From an optimization exercise on the open Yosys and OpenROAD flow, aimed at small area, a short achievable clock period and few clock cycles; shortcuts taken in it are not production practice.
At most, simulation tests tie the RTL to the original design; equivalence was not proved.
No functional check of the RTL was part of run 2.

==> flow/design.v, too long to show whole: its modules and the start of the top module <==
// module gcx_enc: 1246 lines
module gcx_enc (
    input  wire        clk,
    input  wire        rst,         
    input  wire        in_valid,
    output wire        in_ready,
    input  wire [15:0] in_data,
    input  wire        in_key,
    input  wire        in_last,
    output wire        out_valid,
    input  wire        out_ready,
    output wire [31:0] out_data,
    output wire        out_last,
    output wire        done,
    output wire [31:0] hash,
    output wire [31:0] lcg
);
  // ...
==> flow/run.sh <==
#!/bin/bash
# synth_recipe.tcl (not shown) runs the flow's synth.tcl, then flattens the netlist and writes it again
# the make line also repeats each setting of config.mk as NAME=value (left out here)
make -C /OpenROAD-flow-scripts/flow DESIGN_CONFIG=/design/flow/config.mk WORK_HOME=/design/flow/orfs CLKGATE_MAP_FILE= SYNTH_SCRIPT=/design/flow/synth_recipe.tcl finish
==> flow/config.mk <==
export PLATFORM = sky130hd
export DESIGN_NAME = gcx_enc
export DESIGN_NICKNAME = gcx_enc
export VERILOG_FILES = /design/flow/design.v
export SDC_FILE = /design/flow/constraint.sdc
export NUM_CORES = 4
export LEC_CHECK = 0
export CAP_MARGIN = 20
export CORE_MARGIN = 2
export CORE_UTILIZATION = 40
export SLEW_MARGIN = 20
==> flow/constraint.sdc <==
create_clock -name core_clock -period 36.0 [get_ports {clk}]
set_input_delay 7.2000 -clock core_clock [delete_from_list [all_inputs] [get_ports {clk}]]
set_output_delay 7.2000 -clock core_clock [all_outputs]
set_load 0.01 [all_outputs]
==> reports/metrics.csv, run 1 <==
metric,value,unit
Multi-input gate area,0.0142,mm2
Hold Crit Endpoint,sbuf[1],
RSZ-0062 raised after global routing,no,
vias per cell,5.44,
ClkCell Share,0.0293,
remaining global-route overflow,0,
Detail Route Antenna Nets,0,
Site Rows,80,
post-synthesis adder-cell area fraction,0.375,
"most common cell after layout, fill and taps aside",inv_1,
Worst Setup SP,in_valid,
prevailing post-synth register cell,edfxtp_1,
initial antenna violation count,1,
clock-pin slew on the worst setup and hold paths,0.06,ns
post-synth top area share,0.253,
#FFs+latches synth,124,
1st-pass router iterations,6,
Max stage delay on crit path,0.78,ns
"Area growth, synth to finish",11.6,%
share of layout cells above drive strength 1,0.0569,
Synth area leader,fa_1,
DR iter-0 viols,1379,
met2 routed WL,27.1,mm
Placed Area,0.0210,mm2
met3 usage,0.0218,
Non-Clock Buffer Count,130,
reg2reg start,Y[1],
Nets,2657,
status,no timing/DRC/antenna violations,
Biggest register,h,
Testbench counts, summed over its fixed seeds: cycles 13,294.
==> run 2: changes to the inputs <==
--- a/flow/design.v
+++ b/flow/design.v
@@ -192,26 +192,27 @@
         begin
             bw = 1'b0;
             for (i = 0; i < 15; i = i + 1)
                 bw = (~y[i] & k[i]) | (~(y[i] ^ k[i]) & bw);
             ge15 = ~bw;
         end
     endfunction
     reg  [31:0] h;           
-    reg         hclr;        
+    reg         hfirst;      
     reg  [15:0] u;           
     reg         uv;          
     reg         uf;          
+    reg         ul;          
     reg         seedp;       
     reg  [14:0] Y;           
     reg  [5:0]  z;           
     reg  [2:0]  qY;          
     reg         conv;        
-    reg         np1, np;     
+    reg         np;          
     reg  [13:0] sbuf;        
     reg  [2:0]  L;           
     reg         inpay;       
     reg         lastin;      
     reg         rdy;
     reg         ov;          
     reg  [31:0] odat;        
     reg         olast;
@@ -1010,18 +1011,20 @@
     wire [21:0] qv = {sbuf, 8'd0} | ({in_data[7:0], 14'd0} >> {L[1:0], 1'b0});
     wire [21:0] qe = fbyte ? qv : {sbuf, 8'd0};
     wire [3:0]  T  = {1'b0, L} + (fbyte ? 4'd4 : 4'd0);
     wire        full = L[2] | (L[1] & L[0]);
     wire [1:0]  c    = (lastin & ~full) ? L[1:0] : 2'd3;
     wire        beat = adv & inpay & (full | fbyte | (lastin & (L != 3'd0)));
     wire [3:0]  Ln   = beat ? T - {2'd0, c} : T;
     wire        lastn = (fbyte & in_last) | (lastin & ~dn);
-    wire        np1n  = fkey & in_last;
-    wire        npn   = np1 | (np & ~dn);
+    wire        upd   = uv & (~lastin | dn);
+    wire        uvn   = fkey | (uv & ~upd);
+    wire        uln   = fkey ? in_last : ul;
+    wire        npn   = (upd & ul) | (np & ~dn);
     wire        dnn   = (ov & out_ready & olast) | (np & ~dn);
     wire [31:0] hb = uf ? 32'd0 : h;
     wire hm_0 = ~hb[0] ^ u[0] ^ 1'b1;
     wire hm_1 = (~hb[0] & u[0]) | (~hb[0] & 1'b1) | (u[0] & 1'b1);
     wire hm_2 = hb[0] ^ ~hb[5] ^ u[5];
     wire hm_3 = (hb[0] & ~hb[5]) | (hb[0] & u[5]) | (~hb[5] & u[5]);
     wire hm_4 = hb[1] ^ ~hb[6] ^ u[6];
     wire hm_5 = (hb[1] & ~hb[6]) | (hb[1] & u[6]) | (~hb[6] & u[6]);
@@ -1182,60 +1185,61 @@
     wire hm_160 = hm_135 ? hm_151 : 1'b0;
     wire [31:0] hn = {hm_159, hm_158, hm_157, hm_156, hm_155, hm_154, hm_153, hm_152, hm_134, hm_133, hm_132, hm_131, hm_130, hm_129, hm_128, hm_127, hm_109, hm_108, hm_107, hm_106, hm_105, hm_104, hm_103, hm_102, hm_68, hm_66, hm_64, hm_36, hm_32, hm_28, hm_24, hm_0};
     wire [5:0] cs = qe[21:16] ^ {k1, k2, k3};
     wire [7:0] q0 = e0(cs[5:4]);
     wire [7:0] q1 = e1({cs[5:2], c == 2'd1});
     wire [7:0] q2 = e2({c, cs[3:0]});
     wire [7:0] q3 = e3({c == 2'd3, cs[1:0]});
     always @(posedge clk) begin
-        u <= in_data;
-        if (uv)
+        if (fkey) begin
+            u  <= in_data;
+            uf <= hfirst;
+        end
+        ul <= uln;
+        if (upd)
             h <= hn;
         if (conv | np) begin
             Y[11:0] <= np ? h[17:6] : sc[17:6];
             z <= np ? h[5:0] : sc[5:0];
         end else if (seedp) begin
             Y <= seedY;
             z <= h[5:0];
         end else if (beat) begin
             Y  <= (c == 2'd3) ? y3 : (c == 2'd2) ? y2 : y1;
             z  <= (c == 2'd3) ? z3 : (c == 2'd2) ? z2 : z1;
             qY <= (c == 2'd3) ? n3 : (c == 2'd2) ? n2 : n1;
         end
-        if (beat) begin
+        if (adv) begin
             odat  <= {q3, q2, q1, q0};
             olast <= lastin & ~L[2];
         end
         if (rst) begin
-            hclr   <= 1'b1;
+            hfirst <= 1'b1;
             sbuf   <= 14'd0;
             L      <= 3'd0;
             inpay  <= 1'b0;
             lastin <= 1'b0;
-            np1    <= 1'b0;
             np     <= 1'b0;
             uv     <= 1'b0;
             seedp  <= 1'b0;
             rdy    <= 1'b1;
             ov     <= 1'b0;
             dn     <= 1'b0;
             conv   <= 1'b0;
         end else begin
-            hclr   <= ~fkey & (hclr | dn);
-            uv     <= fkey;
-            uf     <= fkey & (hclr | dn);
+            hfirst <= (fire & in_last) | (hfirst & ~fkey);
+            uv     <= uvn;
             seedp  <= fbyte & ~inpay & ~seedp;
             sbuf   <= beat ? qe[15:2] : qe[21:8];
             L      <= Ln[2:0];
-            inpay  <= seedp | (inpay & ~dn);
+            inpay  <= seedp | (inpay & ~conv);
             lastin <= lastn;
-            np1    <= np1n;
             np     <= npn;
-            rdy    <= dnn | (~lastn & ~np1n & ~npn & (Ln <= 4'd3));
+            rdy    <= ~((uvn & uln) | npn) & (dnn | (lastn ? ~uvn : (Ln <= 4'd3)));
             ov     <= beat | (ov & ~out_ready);
             dn     <= dnn;
             conv   <= beat & lastin & ~L[2];
         end
     end
     assign out_data  = odat;
     assign out_valid = ov;
     assign out_last  = olast;
==> flow/config.mk (replaced) <==
export PLATFORM = sky130hd
export DESIGN_NAME = gcx_enc
export DESIGN_NICKNAME = gcx_enc
export VERILOG_FILES = /design/flow/design.v
export SDC_FILE = /design/flow/constraint.sdc
export NUM_CORES = 4
export LEC_CHECK = 0
export CAP_MARGIN = 50
export CORE_MARGIN = 2
export CORE_UTILIZATION = 40
export SLEW_MARGIN = 60
==> run 2 against run 1 <==
Against the previous run:
- highest routed layer unchanged
- critical endpoint is now lcg[20]
- setup slack better by 0.45 ns
- via count fell by 2.1%
==> reports/metrics.csv, run 2 <==
metric,value,unit,change
Die X,224,um,
Final TNS setup,0,ns,
Finished Cell Area,0.0217,mm2,
vias in the first global route,15400,,
clk buf depth,2,,
hold depth,0,,
prevailing post-synth register cell,edfxtp_1,,
synth top area cells,"fa_1 25%, edfxtp_1 15%, ha_1 12%, inv_1 7.6%, xnor2_1 3.8%",,
via count,15100,,
post-route DRC violation count,0,,
total track usage,0.229,,
Tmin final,9.43,ns,
"most common cell after layout, fill and taps aside",inv_1,,
HP Class,reg -> reg,,
FMAX,0.106,GHz,
Final period util,0.262,,
most frequent cells in the layout,"392 x inv_1, 245 x fa_1, 190 x ha_1",,
remaining global-route overflow,0,,unchanged
drt total wl,56.1,mm,
CP endpoint kind,output port,,
reg2reg start,Y[1],,
Initial Utilization,0.406,,
global-route wire length before repair,88.2,mm,
RSZ-0062 raised after global routing,no,,
Clock Sinks,124,,
Crit-path slowest cell,clkdlybuf4s50_1,,
Post-Synthesis Cells,2124,,
Mapped Avg Cell Area,9.12,um2,
Max-Cap Viols,0,,
vias per cell,5.34,,-1.8%
Syn Std Cell Area,0.0194,mm2,
clock-pin slew on the worst setup and hold paths,0.06,ns,about the same
Worst Max-Slew Pin Slew,0.621,ns,
Final setup viols,0,,
Routed wire per std cell,19.9,um,
CP Launch Type,flop,,
crit path DAT,2.23,ns,
YS warnings,1,,
# diodes,0,,
initial antenna violation count,0,,-1
GPL Wtd Cong,0.915,,
CP Data Required Time,28.80,ns,
"Worst Path Class, Setup",reg -> out,,
Commonest cells post-synth,"393 x inv_1, 245 x fa_1, 190 x ha_1",,
clk latency of the worst-skew pair,0.43,ns,
Final Non-Filler Cells,2822,,
Site Rows,80,,unchanged
DP HPWL,46.3,mm,
die area,0.0502,mm2,
CTS tree,built,,
Biggest register,h,,
Worst R2R Path Depth,33,,
Clock Skews,0.0105,ns,
post-synth top area share,0.253,,+0.000571
share of layout cells above drive strength 1,0.0716,,+0.0147
placed insts,2789,,
most frequent cell after synthesis,inv_1,,
"Seq/Total Area, Yosys",0.178,,
Crit Path Max Fanout,25,,
Slew HR,0.580,,
Placed Area,0.0211,mm2,+0.34%
status,no timing/DRC/antenna violations,,
fin. max-slew vios,0,,
fraction of registers with async set or reset after synthesis,0,,
r2r setup slk,27.00,ns,
largest registers,"h (32), odat (22), u (16)",,
die height,224,um,
port bufs,112,,
Detail Route Antenna Nets,0,,unchanged
Root Driver,clkbuf_16,,
Worst Setup SP,np,,
DR iter-0 viols,1152,,-16%
max reg flops,32,,
core area,0.0477,mm2,
number of flops mapped to enable cells by yosys,96,,
#FFs+latches synth,124,,unchanged
CTS H-Tree Depth,4,,
hold_buf cts,0,,
post-CTS setup buffers,0,,
IO Count,122,,
"Area growth, synth to finish",12.0,%,
Synth area leader,fa_1,,
largest net degree at the start of global routing,38,,
min-delay src,hfirst,,
Nets,2651,,-0.23%
CP Cell Sequence,"buf_4, clkinv_2, nor2_1, clkdlybuf4s50_1",,
Post-CTS Resized,0,,
Max stage delay on crit path,0.56,ns,-0.22 ns
cts bufs inserted,17,,
Fin. Hold Viols,0,,
Yosys cell types,88,,
1st-pass router iterations,5,,-1
-- run 2: cell types whose count changed after synthesis, moves of 8 or more --
cell / previous run / this run
dfxtp_1: 44 / 28
edfxtp_1: 80 / 96
o21ai_0: 78 / 102
nand2_1: 138 / 146
nand2b_1: 61 / 51
clkbuf_1: 50 / 63
a21o_1: 24 / 16
o22ai_1: 13 / 3
nor3_1: 20 / 29
-- run 2: final cells by class --
cell class | count | area [um2]
well taps | 615 | 769
flip-flops and latches | 124 | 3450
repair buffers | 140 | 1320
fillers | 4594 | 26000
multi-input cells | 1513 | 14100
clock inverters | 11 | 77.6
clock buffers | 21 | 482
inverters | 398 | 1500
-- run 2: cell families after synthesis --
| kind of cell | share of synthesized area |
|---|---|
| buffers and inverters | 0.101 |
| AND/OR/NAND/NOR | 0.117 |
| adder cells (fa/ha/maj) | 0.376 |
| AO/OA/AOI/OAI | 0.135 |
| XOR/XNOR | 0.0574 |
| flip-flops | 0.178 |
| multiplexers | 0.0353 |
| other | 0.000388 |
-- run 2: path summary, 6_finish.rpt --
check	endpoint
min	uf
max reg2reg	odat[17]
max	lcg[20]
min reg2reg	uf
-- run 2: worst max-delay path, delay by kind of cell, from the launching register on --
kind / cells / cell delay [ns]
AND/OR/NAND/NOR: 1 / 0.24
flip-flops: 1 / 0.30
buffers and inverters: 3 / 1.23
-- run 2: stage by stage --
step	hold WS, ns	utilization	setup WS [ns]
4_1_cts	0.433	0.454	26.57
5_1_grt	0.443	0.455	26.36
6_report	0.431	0.455	26.57
2_1_floorplan	0.408	-	26.81
3_5_place_dp	0.420	0.442	26.18
3_3_place_gp	0.415	0.439	26.01
-- run 2: metal layers --
metal	wire length, um	vias to the layer above	GRT usage
met2	25800	522	0.364
li1	-	7057	-
met3	3360	91	0.0311
met1	24900	7409	0.319
met4	2040	0	0.0852
met5	0	-	0

[afterwards: timing with drivers on the ports]
How much do the figures lean on ideal ports? The routed layouts below were timed once more, with nothing changed but the port constraints. Step 1: set_driving_cell puts a clkbuf_16 on clk and a buf_2 on each other input, an assumption about the parent block. Step 2, shift: input delay + t, output delay - t, t = (earliest + latest rising clock arrival at the registers) / 2. This alone moves slack from input paths to output paths. a / b / c = no drivers / after step 1 / after step 2; a / b = the first two.
| run | t (ns) | setup slack, ns | hold WS [ns] | worst setup path after step 2 | slew at the worst register clock pin (ns) |
|---|---|---|---|---|---|
| run 1 | 0.484 | 26.127 / 26.156 / 25.672 | 0.477 / 0.477 / 0.477 | input to register | 0.06 / 0.06 |
| run 2 | 0.477 | 26.573 / 26.524 / 26.171 | 0.431 / 0.431 / 0.431 | input to register | 0.06 / 0.06 |
After both steps setup and hold are still met in every run listed. The setup slack of run 1, which loses most, moves by +0.029 ns with the drivers and by -0.455 ns with both steps.
